This design comes from an exercise in tuning for small area on the open sky130 flow, not from production work. The RTL was checked by simulation tests, not by an equivalence proof against the original design. No activity file was given, so power comes from the tool's default toggle rates.

== P ==
==> flow/design.v (excerpt) <==
module crtc6845 (
    input             clk,
    input             rst,
    input             ce,
    input             bus_en,
    input             bus_rs,
    input             bus_rw,
    input      [7:0]  bus_din,
    input             lpstb,
    output     [7:0]  dout,
    output            de,
    output            hsync,
    output            vsync,
    output            cursor,
    output     [13:0] ma,
    output     [4:0]  ra,
    output            frame_start,
    output            geom_evt,
    output            geom_valid,
    output            upd_valid,
    output     [13:0] upd_addr,
    output            upd_strobe
);
    localparam [2:0] UPD_DELAY = 3'd4;
    function [15:0] add;
        input [15:0] a, b;
        input        ci;
        integer i;
        reg     c;
        begin
            c = ci;
            for (i = 0; i < 16; i = i + 1) begin
                add[i] = a[i] ^ b[i] ^ c;
                c      = (a[i] & b[i]) | (c & (a[i] ^ b[i]));
            end
        end
    endfunction
    function lt;
        input [15:0] a, b;
        integer i;
        reg     l;
        begin
            l = 1'b0;
            for (i = 0; i < 16; i = i + 1)
                l = (~a[i] & b[i]) | (~(a[i] ^ b[i]) & l);
            lt = l;
        end
    endfunction
    reg [7:0]  r_htotal, r_hdisp, r_hsync_pos, r_sync_width;
    reg        r_mode3, r_mode6, r_mode7;
    reg [6:0]  r_vtotal, r_vdisp, r_vsync_pos, r_cur_start;
    reg [4:0]  r_vtotal_adj, r_max_ras, r_cur_end;
    reg [13:0] r_disp_start, r_cursor_addr, r_lpen_addr, r_update_addr;
    reg [5:0]  al;
    reg [7:0]  cc;
    reg [4:0]  ra_q;
    reg [6:0]  lc;
    reg [4:0]  adj_ctr;
    reg        adj_active;
    reg [3:0]  vsw_ctr;
    reg        vs_q;
    reg        line_enable;
    reg [4:0]  blink_ctr;
    reg        cursor_state;
    reg [13:0] line_addr;
    reg        lpen_latched;
    reg        update_ready;
    reg [7:0]  deoff_rem, curon_rem, hson_rem;
    reg [4:0]  hsoff_rem;
    reg [2:0]  updadr_rem;
    reg        cur_q;
    reg        lpen_p;
    reg        lpen_cap;    
    reg        restart_q;
    reg [7:0]  dout_q;
    reg        frame_q, upd_valid_q, upd_strobe_q;
    reg [13:0] upd_addr_q;
    wire de_q    = |deoff_rem;
    wire hs_q    = |hsoff_rem;
    wire curon_p = |curon_rem;
  ...
export LEC_CHECK = 0
export ABC_AREA = 1
export CAP_MARGIN = 20
export CORE_MARGIN = 2
export CORE_UTILIZATION = 40
export CTS_BUF_LIST = sky130_fd_sc_hd__clkbuf_16
export CTS_CLUSTER_DIAMETER = 100
export CTS_CLUSTER_SIZE = 25
export GPL_TIMING_DRIVEN = 0
export PLACE_DENSITY = 0.6
export SLEW_MARGIN = 20
create_clock -name core_clock -period 15.0 [get_ports {clk}]
standard.sh (not shown) runs the stock make flow with config.mk's settings and CLKGATE_MAP_FILE= SYNTH_SCRIPT=/design/flow/synth_recipe.tcl, a recipe that flattens the netlist after the stock synthesis.
==> flow/flow/run.sh <==
#!/bin/bash
# Own layout flow: the standard flow (standard.sh, ORFS scripts and
# settings) with these changes to how the layout is made:
#  - ABC maps the logic with an area-oriented script (&deepsyn, then dch +
#    amap twice) in place of ORFS's abc_area.script;
#  - no ADDER_MAP_FILE, so the ripple arithmetic of the RTL is left to ABC
#    instead of being extracted into fa/ha cells first;
#  - ports are buffered with sky130_fd_sc_hd__buf_1 (still one buffer per port);
#  - the clock tree uses clusters of 25 sinks under clkbuf_16 leaf buffers, a
#    clkbuf_4 root and no dummy loads.
# Each tool's output goes to its own log under orfs/logs; the make output
# goes to standard_flow.log in this folder.
set -euo pipefail
here=$(pwd)
mkdir -p "$here/scripts_mod"
cp -r "$FLOW_HOME/scripts/." "$here/scripts_mod/"
cp "$here/flow/abc_area.script" "$here/scripts_mod/abc_area.script"
cts="-sink_clustering_enable -repair_clock_nets -sink_clustering_size 25"
cts="$cts -sink_clustering_max_diameter 100 -buf_list sky130_fd_sc_hd__clkbuf_16"
cts="$cts -root_buf sky130_fd_sc_hd__clkbuf_4 -dont_use_dummy_load"
bash "$here/standard.sh" SCRIPTS_DIR="$here/scripts_mod" ADDER_MAP_FILE= \
    "BUFFER_PORTS_ARGS=-buffer_cell sky130_fd_sc_hd__buf_1" "CTS_ARGS=$cts" \
    finish > "$here/standard_flow.log" 2>&1
==> flow/flow/abc_area.script <==
strash
&get -n
&deepsyn -J 50 -T 300
&put
dch -f
amap
strash
dch -f
amap
topo
--- input diff P..Q ---
diff --git a/flow/design.v b/flow/design.v
--- a/flow/design.v
+++ b/flow/design.v
@@ -109,20 +109,20 @@
     wire [7:0] hd_m1 = add({8'd0, r_hdisp}, 16'hFFFF, 1'b0);
     wire g_ok = (r_hdisp != 8'd0) && !lt({8'd0, r_htotal}, {8'd0, hd_m1})
              && dh[9]
              && (r_vdisp != 7'd0) && v_disp_ok && v_son_ok;
     wire [4:0] hsw_old = (r_sync_width[3:0] == 4'd0) ? 5'd16 : {1'b0, r_sync_width[3:0]};
     wire [4:0] hsw_new = (bus_din[3:0] == 4'd0) ? 5'd16 : {1'b0, bus_din[3:0]};
     wire [4:0] vsw_old = (r_sync_width[7:4] == 4'd0) ? 5'd16 : {1'b0, r_sync_width[7:4]};
     wire [4:0] vsw_new = (bus_din[7:4] == 4'd0) ? 5'd16 : {1'b0, bus_din[7:4]};
-    wire sw_changed = ((bus_din[3:0] != r_sync_width[3:0])
-                       && (!lt({6'd0, dh}, {11'd0, hsw_old} | 16'h200) || !lt({6'd0, dh}, {11'd0, hsw_new} | 16'h200)))
-                   || ((bus_din[7:4] != r_sync_width[7:4])
-                       && (lt({11'd0, vsw_old} | 16'h40, {9'd0, vlim}) || lt({11'd0, vsw_new} | 16'h40, {9'd0, vlim})));
+    wire [4:0] hsw_min = lt(hsw_old, hsw_new) ? hsw_old : hsw_new;
+    wire [4:0] vsw_min = lt(vsw_old, vsw_new) ? vsw_old : vsw_new;
+    wire sw_changed = ((bus_din[3:0] != r_sync_width[3:0]) && !lt({6'd0, dh}, {11'd0, hsw_min} | 16'h200))
+                   || ((bus_din[7:4] != r_sync_width[7:4]) && lt({11'd0, vsw_min} | 16'h40, {9'd0, vlim}));
     reg [7:0] fsel, fmask;
     always @* begin
         fsel = 8'd0; fmask = 8'd0;
         case (al)
             6'd0:    begin fsel = r_htotal;             fmask = 8'hFF; end
             6'd1:    begin fsel = r_hdisp;              fmask = 8'hFF; end
             6'd2:    begin fsel = r_hsync_pos;          fmask = 8'hFF; end
             6'd4:    begin fsel = {1'b0, r_vtotal};     fmask = 8'h7F; end
Findings:
Diff P -> Q: fraction of area in multi-input gates comparable, combinational power now smaller.
Summary: netlist area before placement, Q worse than P
Measured against each other, P and Q differ in share of the core filled with cells in the final layout, the lower figure coming from P.
Worst hold-check slack was lower in the run labelled P.
On Q: number of global-route vias before repair is 249 higher than what P gave.
Q vs. P: multi-input combinational cell count saw an increase, cell area saw an increase.
P -> Q: synthesized cell count increased slightly
Going from P to Q, cell leakage power comparable, routed wire length now sits lower, part of the total power dissipated in combinational logic dropped 2.6 points.

==> afterwards: timing with drivers on the ports <==
The results above use ideal ports. As a check the final layouts listed here were re-extracted and re-timed, cells and wires unchanged. Step 1, drivers: a clkbuf_16 drives clk and a buf_2 each remaining input, both assumed. Step 2, shift: input delay + t, output delay - t, t = (earliest + latest rising clock arrival at the registers) / 2. This alone moves slack from input paths to output paths. a / b / c = ideal ports / drivers / drivers and shift; a / b = the first two.
| run | shift t [ns] | setup slack, ns | worst setup path at the end |
|---|---|---|---|
| P | 0.730 | 4.233 / 4.185 / 4.899 | register to register |
| Q | 0.724 | 5.316 / 5.268 / 5.935 | register to register |
After both steps every run listed still meets setup and hold.
